Background: an optimization exercise with open tools, aiming at small area. Do not read the settings as production practice.
The RTL was checked by simulation tests, not by an equivalence proof against the original design.
No activity file was given, so power comes from the tool's default toggle rates.

==> design/flow/design.v <==
module aqtc_fmul #(
    parameter [31:0] T = 32'h3DCCCCCD
) (
    input  wire [30:0] a,
    output reg  [30:0] p
);
    localparam [7:0]  ET = T[30:23];
    localparam [23:0] MT = {1'b1, T[22:0]};
    wire [7:0]  ea     = a[30:23];
    wire        a_inf  = (ea == 8'hFF);
    wire [23:0] ma     = (ea == 8'd0) ? {1'b0, a[22:0]} : {1'b1, a[22:0]};
    wire [7:0]  ea_eff = (ea == 8'd0) ? 8'd1 : ea;
    wire [47:0] prod   = ma * MT;
    reg [5:0] lz;
    integer i;
    always @(*) begin
        lz = 6'd0;
        for (i = 0; i < 48; i = i + 1)
            if (prod[i]) lz = i[5:0];
    end
    wire signed [10:0] er = $signed({5'd0, lz}) + $signed({3'd0, ea_eff})
                          + $signed({3'd0, ET}) - 11'sd173;
    wire        normal = (er >= 11'sd1);
    wire [10:0] sh_sub = 11'd151 - {3'd0, ea_eff} - {3'd0, ET};
    wire [10:0] sh_nrm = {5'd0, lz} - 11'd23;
    wire [10:0] shift  = normal ? sh_nrm : sh_sub;
    reg  [47:0] m, rem, half;
    reg  [31:0] bits;
    always @(*) begin
        if (shift >= 11'd48) begin
            m    = 48'd0;
            rem  = prod;
            half = (shift == 11'd48) ? 48'h8000_0000_0000 : 48'd0;
        end else begin
            m    = prod >> shift;
            rem  = prod & ((48'd1 << shift) - 48'd1);
            half = (shift == 11'd0) ? 48'd0 : (48'd1 << (shift - 11'd1));
        end
        if (shift > 11'd48)
            half = 48'hFFFF_FFFF_FFFF;    
        if (shift != 11'd0 && (rem > half || (rem == half && m[0])))
            m = m + 48'd1;
        if (normal)
            bits = {er[8:0] - 9'd1, 23'd0} + m[31:0];
        else
            bits = m[31:0];
        if (a_inf || (normal && er >= 11'sd255) || bits >= 32'h7F80_0000)
            p = 31'h7F80_0000;
        else
            p = bits[30:0];
    end
endmodule
module aqtc_td (
    input  wire        clk,
    input  wire        rst,
    input  wire        in_valid,
    input  wire [31:0] in_sample,
    output reg         out_valid,
    output reg         out_nan,
    output reg  [8:0]  out_nanidx,
    output reg         out_res,
    output reg  [2:0]  out_code,
    output reg  [2:0]  out_idx
);
    localparam [31:0] TD_T1    = 32'h3DCCCCCD;    
    localparam [31:0] TD_T2    = 32'h3D99999A;    
    localparam [31:0] TD_T3    = 32'h3D4CCCCD;    
    localparam [30:0] TD_FLOOR = 31'h3B480000;    
    reg  [8:0]  cnt;
    reg  [30:0] peak [0:7];
    reg         nan_seen;
    reg  [8:0]  nan_j;
    wire [30:0] mag    = in_sample[30:0];
    wire        is_nan = (mag > 31'h7F800000);
    wire [2:0]  seg    = cnt[8:6];
    wire        first  = (cnt[5:0] == 6'd0);
    wire [30:0] npeak  = (first || mag > peak[seg]) ? mag : peak[seg];
    wire        nnan   = (cnt == 9'd0) ? is_nan : (nan_seen || is_nan);
    wire [8:0]  nnanj  = (nan_seen && cnt != 9'd0) ? nan_j : cnt;
    reg         done;
    reg  [30:0] snap [0:7];
    reg         snap_nan;
    reg  [8:0]  snap_nanj;
    integer k;
    always @(posedge clk) begin
        if (rst) begin
            cnt      <= 9'd0;
            nan_seen <= 1'b0;
            nan_j    <= 9'd0;
            done     <= 1'b0;
        end else begin
            done <= 1'b0;
            if (in_valid) begin
                cnt        <= cnt + 9'd1;
                peak[seg]  <= npeak;
                nan_seen   <= nnan;
                nan_j      <= nnanj;
                if (cnt == 9'd511) begin
                    done <= 1'b1;
                    for (k = 0; k < 7; k = k + 1)
                        snap[k] <= peak[k];
                    snap[7]   <= npeak;
                    snap_nan  <= nnan;
                    snap_nanj <= nnanj;
                end
            end
        end
    end
    function [30:0] max2;
        input [30:0] x, y;
        max2 = (x > y) ? x : y;
    endfunction
    wire [30:0] h0 = max2(max2(snap[0], snap[1]), max2(snap[2], snap[3]));
    wire [30:0] h1 = max2(max2(snap[4], snap[5]), max2(snap[6], snap[7]));
    wire [30:0] q1 = max2(snap[2], snap[3]);
    wire [30:0] q2 = max2(snap[4], snap[5]);
    wire [30:0] q3 = max2(snap[6], snap[7]);
    wire [30:0] p_h1, p_q2, p_q3, p_e4, p_e5, p_e6, p_e7;
    aqtc_fmul #(.T(TD_T1)) u_m1  (.a(h1),      .p(p_h1));
    aqtc_fmul #(.T(TD_T2)) u_m22 (.a(q2),      .p(p_q2));
    aqtc_fmul #(.T(TD_T2)) u_m23 (.a(q3),      .p(p_q3));
    aqtc_fmul #(.T(TD_T3)) u_m34 (.a(snap[4]), .p(p_e4));
    aqtc_fmul #(.T(TD_T3)) u_m35 (.a(snap[5]), .p(p_e5));
    aqtc_fmul #(.T(TD_T3)) u_m36 (.a(snap[6]), .p(p_e6));
    aqtc_fmul #(.T(TD_T3)) u_m37 (.a(snap[7]), .p(p_e7));
    reg       d_res;
    reg [2:0] d_code, d_idx;
    always @(*) begin
        d_res  = 1'b1;
        d_code = 3'd0;
        d_idx  = 3'd0;
        if (h0 < TD_FLOOR || h1 < TD_FLOOR) begin
            d_res = 1'b0; d_code = 3'd4; d_idx = 3'd0;
        end else if (p_h1 > h0) begin
            d_code = 3'd1; d_idx = 3'd1;
        end else if (p_q2 > q1) begin
            d_code = 3'd2; d_idx = 3'd2;
        end else if (p_q3 > q2) begin
            d_code = 3'd2; d_idx = 3'd3;
        end else if (p_e4 > snap[3]) begin
            d_code = 3'd3; d_idx = 3'd4;
        end else if (p_e5 > snap[4]) begin
            d_code = 3'd3; d_idx = 3'd5;
        end else if (p_e6 > snap[5]) begin
            d_code = 3'd3; d_idx = 3'd6;
        end else if (p_e7 > snap[6]) begin
            d_code = 3'd3; d_idx = 3'd7;
        end else begin
            d_res = 1'b0; d_code = 3'd0; d_idx = 3'd0;
        end
    end
    always @(posedge clk) begin
        if (rst) begin
            out_valid  <= 1'b0;
            out_nan    <= 1'b0;
            out_nanidx <= 9'd0;
            out_res    <= 1'b0;
            out_code   <= 3'd0;
            out_idx    <= 3'd0;
        end else begin
            out_valid  <= done;
            out_nan    <= snap_nan;
            out_nanidx <= snap_nan ? snap_nanj : 9'd0;
            out_res    <= snap_nan ? 1'b0 : d_res;
            out_code   <= snap_nan ? 3'd0 : d_code;
            out_idx    <= snap_nan ? 3'd0 : d_idx;
        end
    end
endmodule
==> design/flow/run.sh <==
#!/bin/bash
# synth_recipe.tcl (not shown) runs the flow's synth.tcl, then flattens the netlist and writes it again
# the make line also repeats each setting of config.mk as NAME=value (left out here)
make -C /OpenROAD-flow-scripts/flow DESIGN_CONFIG=/design/flow/config.mk WORK_HOME=/design/flow/orfs CLKGATE_MAP_FILE= SYNTH_SCRIPT=/design/flow/synth_recipe.tcl finish
==> design/flow/config.mk <==
export PLATFORM = sky130hd
export DESIGN_NAME = aqtc_td
export DESIGN_NICKNAME = aqtc_td
export VERILOG_FILES = /design/flow/design.v
export SDC_FILE = /design/flow/constraint.sdc
export NUM_CORES = 4
export LEC_CHECK = 0
export CAP_MARGIN = 20
export CORE_MARGIN = 2
export CORE_UTILIZATION = 40
export SLEW_MARGIN = 20
==> design/flow/constraint.sdc <==
create_clock -name core_clock -period 30.0 [get_ports {clk}]
set_input_delay 6.0000 -clock core_clock [delete_from_list [all_inputs] [get_ports {clk}]]
set_output_delay 6.0000 -clock core_clock [all_outputs]
set_load 0.01 [all_outputs]
==> results.txt <==
==> worst register-to-register path, delay by kind of cell (launching register included) <==
family	cells	cell delay (ns)
flops	1	0.64
xor+xnor	6	1.57
buf+inv	8	1.52
mux	1	0.40
compound gates	46	10.17
fa+ha+maj	15	6.05
simple gates	32	8.23
==> final timing paths <==
| check | startpoint | endpoint | slack (ns) | depth (start not counted) |
|---|---|---|---|---|
| worst max-delay path | snap[4][29]$_DFFE_PP_ | out_res$_SDFF_PP0_ | 1.26 | 108 |
| worst min-delay path | peak[1][26]$_DFFE_PP_ | snap[1][26]$_DFFE_PP_ | 0.42 | 0 |
| worst max register to register | snap[4][29]$_DFFE_PP_ | out_res$_SDFF_PP0_ | 1.26 | 108 |
| worst min register to register | peak[1][26]$_DFFE_PP_ | snap[1][26]$_DFFE_PP_ | 0.42 | 0 |
==> registers in the layout, indices dropped and copies added (netlist names), 3 cells and up, named ones only <==
signal and count:
snap_nanj 9, out_code 3, out_idx 3, nan_j 9
cnt 9, out_nanidx 9, snap 248, peak 248
==> stage by stage <==
step / util, % / setup slack, ns / power (mW) / setup TNS (ns) / cells
finish: 42.7 / 1.26 / 1.59 / 0 / 26200
global route: 42.7 / -0.0221 / 1.62 / -0.0221 / 26200
CTS: 42.7 / 1.05 / 1.59 / 0 / 26100
detailed placement: 42.3 / 1.25 / 0.944 / 0 / 26100
global placement: 42.3 / 1.27 / 0.943 / 0 / 26100
floorplan: - / 1.97 / 0.891 / 0 / 20600
==> area by class of cell <==
cell class | instances | area share, %
Antenna cell | 7 | 0.00967
Clock buffer | 53 | 0.662
Clock inverter | 34 | 0.247
Inverter | 3063 | 6.35
Multi-Input combinational cell | 16200 | 77.3
Sequential cell | 547 | 8.85
Tap cell | 5663 | 3.91
Timing Repair Buffer | 628 | 2.70
==> routing by layer <==
| layer | global-route usage, % | wire [µm] | vias to the layer above |
|---|---|---|---|
| li1 | - | - | 73000 |
| met1 | 39.8 | 278000 | 77700 |
| met2 | 47.3 | 291000 | 7324 |
| met3 | 4.91 | 56700 | 1384 |
| met4 | 12.2 | 32900 | 14 |
| met5 | 0 | 83 | - |
==> cells in the mapped netlist, drive strengths merged (120+ instances only) <==
cell    number
o31ai      120
inv       3057
nand2b     230
buf        248
edfxtp     506
ha        2652
xnor2      502
a21o       386
nand4      339
mux2i      316
o21ai      990
nor3       480
or3        136
nor2      1388
nand3      519
nor4       162
nand2     1166
and3       165
xor2       258
nor2b      226
a31oi      259
mux2       121
o21a       138
and2       174
o211ai     269
clkbuf     592
a21oi     1493
fa        1518
a211oi     307
==> power groups by stage <==
stage | clock network (mW) | registers [mW] | logic, mW
6_report | 0.658 | 0.845 | 0.0851
4_1_cts | 0.666 | 0.845 | 0.0825
5_1_grt | 0.690 | 0.845 | 0.0865
3_3_place_gp | 0 | 0.862 | 0.0807
3_5_place_dp | 0 | 0.862 | 0.0819
2_1_floorplan | 0 | 0.862 | 0.0295
==> timing repair <==
item,4_1_cts,5_1_grt
setup buffers,0,11
gates resized for setup,0,35
endpoints found under the setup margin,0,6
==> kinds of logic after synthesis <==
kind of cell / after synthesis / synth area share, %
compound gates: 5336 / 20.9
xor+xnor: 760 / 3.91
fa+ha+maj: 4173 / 37.4
buf+inv: 3903 / 8.75
flops: 547 / 9.41
mux: 531 / 3.94
simple gates: 5370 / 15.7
==> results.toml <==
[logic_synthesis]
syn-num-nets = 24800
yosys.area.top_type_share_pct = 19.5
synthTopCellsByArea = "sky130_fd_sc_hd__ha_1, sky130_fd_sc_hd__fa_1, sky130_fd_sc_hd__edfxtp_1"
yosys_warnings = 6
async_reset_ff_share_pct = 0
synth_seq_area_share_pct = 9.41
synth.ff_latch_count = 547
synth_enable_flop_cells = 506
yosysUniqueCellTypes = 141
postSynthAreaPerCell_um2 = 8.25
post-synth-top-area-cell = "sky130_fd_sc_hd__ha_1"
syn-cell-area_mm2 = 0.170
synthCells = 20600
postSynth.topFlopCell = "sky130_fd_sc_hd__edfxtp_1"

[critical_path]
worst_path_dominant_cell_family = "compound AO/OA/AOI/OAI gates"
cp-start-kind = "register"
critical_path_s_largest_stage_delay_ns = 0.71
top_cell_by_count_worst_path = "sky130_fd_sc_hd__a21oi_1"
cp_data_arrival_time_ns = 29.21
crit_slowest_cell = "sky130_fd_sc_hd__a311oi_2"
critical_path_sink_type = "register"
cp_num_buf_inv = 8
required_ns = 30.48
cp_max_fo = 23
critical_path_start_end_classification = "register to register"

[final_layout]
layout.cells.most_common_list = "sky130_fd_sc_hd__inv_1, sky130_fd_sc_hd__ha_1, sky130_fd_sc_hd__fa_1"
post_route_cells_drive_above_1_share_pct = 6.25
sequential_cell_area_mm2 = 0.0160
syn2layout_area_growth_pct = 6.41
post-route-cell-area_mm2 = 0.181
fill_cells = 42800
layout_commonest_cell = "sky130_fd_sc_hd__inv_1"
multiInputGateArea_mm2 = 0.140
finish.net_count = 24700

[place]
portBuffers = 51
detailed_place.area_mm2 = 0.179
dp_wirelength_mm = 550
place.gp.congestion = 1.06

[timing]
min_period_ns = 28.74
slew-limit-headroom_pct = 20.7
finalHoldViolCount = 0
timing.fmax_mhz = 34.8
report.final.setup_viol = 0
fin_worst_skew_ns = 0.0431
period_share_pct = 95.8
final_max_slew_viol_count = 0
fin_worst_hold_slack_ns = 0.420
worst-slew-pin-transition_ns = 1.18

[outcome]
status = "timing/DRC/antenna clean"

[detailed_routing]
avgViaCountPerCell = 6.09
postRouteAntennaNets = 0
dr_total_vias = 159000
totalWireLength_mm = 658
drt_drc_violations_left = 0
drtPass1Iterations = 10
wl_per_cell_um = 25.2
detail_route.iter0.violations = 17300

[clock_tree]
cts_buffer_depth = 3
ctsHoldBuffers = 0
clock-sinks = 547
tritoncts_buffers = 47
cts_max_level = 2
cts_root_buffer = "sky130_fd_sc_hd__clkbuf_16"
clkLatencyLatePin_ns = 0.62
clkTransAtPathRegs_ns = 0.09
tritoncts_clock_tree = "done"

[power_and_ir_drop]
share_of_power_burned_in_registers_pct = 53.2
share_comb_of_total_power_pct = 5.4
cellPowerDensity_mw_per_mm2 = 8.77
cellInternalPower_mw = 1.23
irDropWorstVdd_mv = 0.0388
switching_share_pct = 22.7
netSwitchingPower_mw = 0.361
share_clk_of_total_power_pct = 41.4
power.static_leakage_nw = 82.6

[floorplanning]
die_width_um = 656
start_util_pct = 40.2
core_region_area_mm2 = 0.424
design.die.area_mm2 = 0.431
num_rows = 239
die_height_um = 656
io-pin-count = 53

[global_routing]
grt_antenna_before_repair = 15
largest_net_degree_at_the_start_of_global_routing = 172
grtUsageTotal_pct = 29.7
overflow = 0
grt_first_pass_wirelength_mm = 989
number_of_global_route_vias_before_repair = 155000

[hold_path]
hold_class = "register to register"

[flow_run]
max_cap_violations = 0

-- re-timing with driven ports --
In the flow no input, the clock included, has a driving cell. The finished layout below was timed again as built, in two steps.
Step 1: set_driving_cell puts a clkbuf_16 on clk and a buf_2 on each other input, an assumption about the parent block.
Step 2 times the ports against the registers' clock, not the clock port: input delays grow and output delays shrink by t, the midpoint of the rising clock arrivals with the driver on.
a / b / c = ideal / step 1 / step 2; a / b = the first two.
t (ns): 0.671
slack for setup (ns): 1.263 / 1.263 / 1.263
hold slack, ns: 0.420 / 0.420 / 0.420
worst setup path after step 2: register to register
worst register clock-pin slew, ns: 0.09 / 0.09
After both steps this run still meets setup and hold. For this run, drivers alone change the setup slack by 0.000 ns; drivers and shift together by 0.000 ns.
